Source: an optimization exercise on an open RTL-to-GDS flow (aim: small area). Production flows keep margins and buffers that such runs may drop.
The RTL was checked by simulation tests, not by an equivalence proof against the original design.
The flow treats the clock pin as an ideal source. Dropping or thinning the clock tree relies on that and would not hold on a real chip.

==> flow/design.v <==
module irdec (
    input  wire        clk,
    input  wire        rst,
    input  wire        ir_in,
    output reg         act_valid,
    output reg  [2:0]  act_op,
    output reg  [15:0] act_duty,
    output reg         note_valid,
    output reg  [3:0]  note_action,
    output reg  [7:0]  note_code,
    output reg         dec_valid,
    output reg         dec_ok,
    output reg  [7:0]  dec_code
);
    localparam [1:0] M_EDGE  = 2'd0;
    localparam [1:0] M_LS    = 2'd1;
    localparam [1:0] M_BLOW  = 2'd2;
    localparam [1:0] M_BHIGH = 2'd3;
    localparam [17:0] GAP_START = 18'h30000;
    reg [1:0]  mode;
    reg [17:0] e;
    reg [7:0]  ring;     
    reg [3:0]  sidx;     
    reg [9:0]  idle;     
    wire in_gap = (mode == M_EDGE) && e[17] && e[16];
    wire space  = e[17];
    reg target;
    reg tmo;
    always @(*) begin
        case (mode)
            M_EDGE:  begin target = 1'b0; tmo = !e[16] && &{e[17], e[14], e[11], e[8:4], e[0]}; end  
            M_LS:    begin
                target = !space;
                tmo = space ? &{e[12:11], e[9:8], e[6], e[4:3]}    
                            : &{e[13], e[11:9], e[7:5]};            
            end
            M_BLOW:  begin target = 1'b1; tmo = &{e[9:5], e[3]}; end  
            default: begin target = 1'b0; tmo = &{e[11], e[8:6], e[2]}; end  
        endcase
    end
    wire seen = !in_gap && !tmo && (ir_in == target);
    wire gap_done = in_gap && &{e[9:5], e[2:0]};  
    wire [11:0] eb   = e[11:0];
    wire [4:0] bit_idx = e[17:13];
    wire sum_ok      = !e[12];
    wire bit_val     = (eb > 12'd1199);    
    wire bit_short   = (eb < 12'd199);     
    wire lead_bad    = (e[13:0] < 14'd7999) || (e[13:0] > 14'd9999);
    wire space_bad   = (e[12:0] < 13'd3499) || (e[12:0] > 13'd4999);
    wire last_bit    = (bit_idx == 5'd31);
    wire mism        = bit_idx[3] && (bit_val == ring[0]);
    wire [7:0] cmd   = {ring[0], ring[7:1]};
    reg attempt_end;
    reg attempt_ok;
    always @(*) begin
        attempt_end = tmo;
        attempt_ok  = 1'b0;
        if (seen) begin
            case (mode)
                M_LS:    attempt_end = space ? space_bad : lead_bad;
                M_BHIGH: begin
                    attempt_end = bit_short || last_bit;
                    attempt_ok  = !bit_short && last_bit && sum_ok && !mism;
                end
                default: ;
            endcase
        end
    end
    wire idle_full  = (!idle[7] && !idle[6] && !idle[5] && !idle[4] && !idle[3] && !idle[2] && !idle[1]);
    wire [9:0] idle_inc = {idle[8:0], idle[9] ^ idle[6]};
    wire force_stop = attempt_end && !attempt_ok && idle_full;
    wire c_fwd = (cmd == 8'h18);
    wire c_lft = (cmd == 8'h08);
    wire c_stp = (cmd == 8'h1C);
    wire c_rgt = (cmd == 8'h5A);
    wire c_bwd = (cmd == 8'h52);
    wire c_rst = (cmd == 8'h09);
    wire c_inc = (cmd == 8'h15);
    wire c_dec = (cmd == 8'h07);
    wire spd0 = ((!sidx[0]));
    wire spd1 = ((!sidx[1] && !sidx[0]) || (sidx[1] && sidx[0]));
    wire spd2 = ((!sidx[2] && sidx[0]) || (!sidx[2] && sidx[1]) || (sidx[2] && !sidx[1] && !sidx[0]));
    wire spd3 = ((sidx[2] && sidx[1] && !sidx[0]) || (sidx[3] && !sidx[0]) || (!sidx[3] && !sidx[2] && sidx[0]));
    wire spd4 = ((sidx[1] && !sidx[0]) || (sidx[2] && sidx[1]) || (!sidx[3] && !sidx[2] && !sidx[1] && sidx[0]));
    wire spd5 = ((!sidx[2] && sidx[1] && !sidx[0]) || (sidx[2] && !sidx[1] && !sidx[0]) || (sidx[2] && sidx[1] && sidx[0]) || (sidx[3] && sidx[0]));
    wire spd6 = ((!sidx[2] && sidx[1] && sidx[0]) || (sidx[2] && !sidx[1] && !sidx[0]) || (sidx[3]));
    wire spd7 = ((sidx[2] && sidx[1] && !sidx[0]) || (sidx[3] && !sidx[0]) || (!sidx[3] && !sidx[2] && sidx[0]));
    wire spd8 = ((sidx[1] && !sidx[0]) || (sidx[2] && sidx[1]) || (!sidx[3] && !sidx[2] && !sidx[1] && sidx[0]));
    wire spd9 = ((!sidx[2] && sidx[1] && !sidx[0]) || (sidx[2] && !sidx[1] && !sidx[0]) || (sidx[2] && sidx[1] && sidx[0]) || (sidx[3] && sidx[0]));
    wire spd10 = ((!sidx[2] && sidx[1] && sidx[0]) || (sidx[2] && !sidx[1] && !sidx[0]) || (sidx[3]));
    wire spd11 = ((sidx[2] && sidx[1] && !sidx[0]) || (sidx[3] && !sidx[0]) || (!sidx[3] && !sidx[2] && sidx[0]));
    wire spd12 = ((sidx[1] && !sidx[0]) || (sidx[2] && sidx[1]) || (!sidx[3] && !sidx[2] && !sidx[1] && sidx[0]));
    wire spd13 = ((!sidx[2] && sidx[1] && !sidx[0]) || (sidx[2] && !sidx[1] && !sidx[0]) || (sidx[2] && sidx[1] && sidx[0]) || (sidx[3] && sidx[0]));
    wire spd14 = ((!sidx[2] && sidx[1] && sidx[0]) || (sidx[2] && !sidx[1] && !sidx[0]) || (sidx[3]));
    wire spd15 = !((sidx[2] && !sidx[1] && !sidx[0]) || (!sidx[3] && !sidx[2]));
    wire [15:0] speed = {spd15, spd14, spd13, spd12, spd11, spd10, spd9, spd8, spd7, spd6, spd5, spd4, spd3, spd2, spd1, spd0};
    wire sidx_up0 = !((sidx[0]) || (sidx[3] && sidx[1]));
    wire sidx_up1 = ((!sidx[1] && sidx[0]) || (sidx[1] && !sidx[0]));
    wire sidx_up2 = ((sidx[2] && !sidx[0]) || (sidx[2] && !sidx[1]) || (!sidx[2] && sidx[1] && sidx[0]));
    wire sidx_up3 = ((sidx[2] && sidx[1] && sidx[0]) || (sidx[3]));
    wire [3:0] sidx_up = {sidx_up3, sidx_up2, sidx_up1, sidx_up0};
    wire sidx_dn0 = !((sidx[0]) || (!sidx[3] && !sidx[2] && !sidx[1]));
    wire sidx_dn1 = !((!sidx[1] && sidx[0]) || (sidx[1] && !sidx[0]) || (!sidx[3] && !sidx[2] && !sidx[0]));
    wire sidx_dn2 = ((sidx[2] && sidx[0]) || (sidx[2] && sidx[1]) || (sidx[3] && !sidx[1] && !sidx[0]));
    wire sidx_dn3 = !((!sidx[1] && !sidx[0]) || (!sidx[3]));
    wire [3:0] sidx_dn = {sidx_dn3, sidx_dn2, sidx_dn1, sidx_dn0};
    always @(*) begin
        act_valid   = 1'b0;
        act_op      = 3'd0;
        act_duty    = 16'd0;
        note_valid  = 1'b0;
        note_action = 4'd0;
        note_code   = 8'd0;
        dec_valid   = 1'b0;
        dec_ok      = 1'b0;
        dec_code    = 8'd0;
        if (!rst && attempt_end) begin
            dec_valid = 1'b1;
            if (attempt_ok) begin
                dec_ok     = 1'b1;
                dec_code   = cmd;
                note_valid = 1'b1;
                note_code  = cmd;
                if (c_fwd)      begin note_action = 4'd0; act_valid = 1'b1; act_op = 3'd1; act_duty = speed;      end
                else if (c_lft) begin note_action = 4'd1; act_valid = 1'b1; act_op = 3'd3; act_duty = 16'd13107; end
                else if (c_stp) begin note_action = 4'd2; act_valid = 1'b1; act_op = 3'd0;                       end
                else if (c_rgt) begin note_action = 4'd3; act_valid = 1'b1; act_op = 3'd4; act_duty = 16'd13107; end
                else if (c_bwd) begin note_action = 4'd4; act_valid = 1'b1; act_op = 3'd2; act_duty = speed;      end
                else if (c_rst) note_action = 4'd5;
                else if (c_inc) note_action = 4'd6;
                else if (c_dec) note_action = 4'd7;
                else            note_action = 4'd8;
            end else if (force_stop) begin
                act_valid = 1'b1;
            end
        end
    end
    always @(posedge clk) begin
        if (rst) begin
            mode <= M_EDGE;
            e    <= 18'd0;
            sidx <= 4'd5;
            idle <= 10'd5;
        end else if (attempt_end) begin
            mode <= M_EDGE;
            if (attempt_ok) begin
                e    <= 18'd0;
                idle <= 10'd5;
                if (c_rst) sidx <= 4'd5;
                else if (c_inc) sidx <= sidx_up;
                else if (c_dec) sidx <= sidx_dn;
            end else if (force_stop) begin
                e    <= 18'd0;
                idle <= 10'd5;
            end else begin
                e    <= GAP_START;
                idle <= idle_inc;
            end
        end else if (seen) begin
            case (mode)
                M_EDGE:  begin mode <= M_LS; e <= 18'd0; end
                M_LS:    begin
                    if (space) begin
                        mode <= M_BLOW;
                        e    <= 18'd0;
                    end else begin
                        e    <= {1'b1, 17'd0};
                    end
                end
                M_BLOW:  begin mode <= M_BHIGH; e <= {e[17:12], 12'd0}; end
                default: begin
                    mode <= M_BLOW;
                    e    <= {bit_idx + 5'd1, !sum_ok || mism, 12'd0};
                    ring <= {bit_val ^ bit_idx[3], ring[7:1]};
                end
            endcase
        end else if (gap_done) begin
            e <= 18'd0;
        end else begin
            e <= e + 18'd1;
        end
    end
endmodule
export LEC_CHECK = 0
export CAP_MARGIN = 20
export CORE_MARGIN = 2
export CORE_UTILIZATION = 65
export PLACE_DENSITY = 0.8
export SLEW_MARGIN = 20
create_clock -name core_clock -period 15.0 [get_ports {clk}]
standard.sh (not shown) runs the stock make flow with config.mk's settings and CLKGATE_MAP_FILE= SYNTH_SCRIPT=/design/flow/synth_recipe.tcl, a recipe that flattens the netlist after the stock synthesis.
==> flow/flow/run.sh <==
#!/bin/bash
# Own layout flow: the standard ORFS flow (standard.sh) with
#  - the standard flow's synthesis, but ABC maps the logic for area (flow/abc_*.script, the smallest result kept)
#    and adders are left to ABC instead of half/full-adder cells; registers,
#    their names and cell types are those of the standard synthesis;
#  - the smallest buffer on every port;
#  - a clock tree without dummy loads and without its root buffer (the
#    clock port drives the leaf buffers), leaves downsized where the
#    registers' clock slew stays low (flow/post_cts.tcl).
set -euo pipefail
W=$PWD
bash standard.sh \
  "SYNTH_SCRIPT=$W/flow/synth.tcl" \
  "AREA_ABC_DIR=$W/flow" \
  "ADDER_MAP_FILE=" \
  "BUFFER_PORTS_ARGS=-buffer_cell sky130_fd_sc_hd__buf_1" \
  "CTS_ARGS=-sink_clustering_enable -repair_clock_nets -dont_use_dummy_load -buf_list sky130_fd_sc_hd__clkbuf_8" \
  "POST_CTS_TCL=$W/flow/post_cts.tcl" \
  "CLOCK_TREE_MODE=root" \
  "CLOCK_LEAF_CELL=sky130_fd_sc_hd__clkbuf_4" \
  "CLOCK_LEAF_MAX_SLEW=0.122" \
  finish > $W/log_orfs.log 2>&1
test -f $W/out/final.def
Other scripts of this flow, unchanged in this note and not shown: flow/flow/abc_1.script, flow/flow/abc_10.script, flow/flow/abc_11.script, flow/flow/abc_12.script, flow/flow/abc_2.script, flow/flow/abc_3.script, flow/flow/abc_4.script, flow/flow/abc_5.script, flow/flow/abc_6.script, flow/flow/abc_8.script, flow/flow/abc_9.script, flow/flow/post_cts.tcl, flow/flow/synth.tcl
Edit:
==> flow/flow/run.sh (replaced) <==
#!/bin/bash
# Own layout flow: the standard ORFS flow (standard.sh) with
#  - the standard flow's synthesis, except that ABC maps the logic for area: every
#    flow/abc_*.script is tried and the smallest mapping kept, and adders are
#    left to ABC instead of half/full-adder cells; the registers, their names
#    and cell types are those of the standard synthesis (flow/synth.tcl);
#  - the smallest buffer (buf_1) on every port;
#  - a clock tree without dummy loads and without its root buffer (the clock
#    port drives the four leaf buffers), leaves downsized to clkbuf_4 where
#    the registers' clock slew stays low, and the buffers that timing-driven
#    placement adds on signal nets removed (flow/post_cts.tcl).
# make's output goes to log_orfs.log; ORFS keeps each step's full tool log
# under orfs/logs/.
set -euo pipefail
W=$PWD
bash standard.sh \
  "SYNTH_SCRIPT=$W/flow/synth.tcl" \
  "AREA_ABC_DIR=$W/flow" \
  "ADDER_MAP_FILE=" \
  "BUFFER_PORTS_ARGS=-buffer_cell sky130_fd_sc_hd__buf_1" \
  "CTS_ARGS=-sink_clustering_enable -repair_clock_nets -dont_use_dummy_load -buf_list sky130_fd_sc_hd__clkbuf_8" \
  "POST_CTS_TCL=$W/flow/post_cts.tcl" \
  "CLOCK_TREE_MODE=root" \
  "CLOCK_LEAF_CELL=sky130_fd_sc_hd__clkbuf_4" \
  "CLOCK_LEAF_MAX_SLEW=0.122" \
  finish > $W/log_orfs.log 2>&1
test -f $W/out/final.def
Effect:
- synthesized area stays flat
- cell count went down by 0.83%
- wire length went down by 7.0%
- first-iteration DRC count went up by 4.1%
- fmax went up by 9.6%
- cell area hardly moves
- setup slack is better by 0.83 ns
- die area barely changes
- critical path depth went up by 2
- global-route usage went down by 2.3 points
- sequential share of layout area stays flat

-- static timing again, ports no longer ideal --
How much do the figures lean on ideal ports? The routed layouts below were timed once more, with nothing changed but the port constraints. Step 1 assumes that a clkbuf_16 drives the clock port and a buf_2 every other input. Step 2 moves the port delays by t, midway between the first and last clock arrival at a register: inputs arrive t later, outputs are due t later. That takes back most of the time a late clock gives input paths. Slacks: ideal ports / drivers / drivers and shift; pairs: ideal ports / drivers.
| run | t (ns) | setup slack, ns | latest minus earliest clock arrival (ns) |
|---|---|---|---|
| the first run | 0.198 | 5.450 / 5.423 / 5.423 | 0.032 / 0.032 |
| the second run | 0.204 | 6.284 / 6.260 / 6.260 | 0.022 / 0.022 |
After both steps setup and hold are still met in every run listed. For the first run, which loses most, drivers alone change the setup slack by -0.027 ns; drivers and shift together by -0.027 ns.
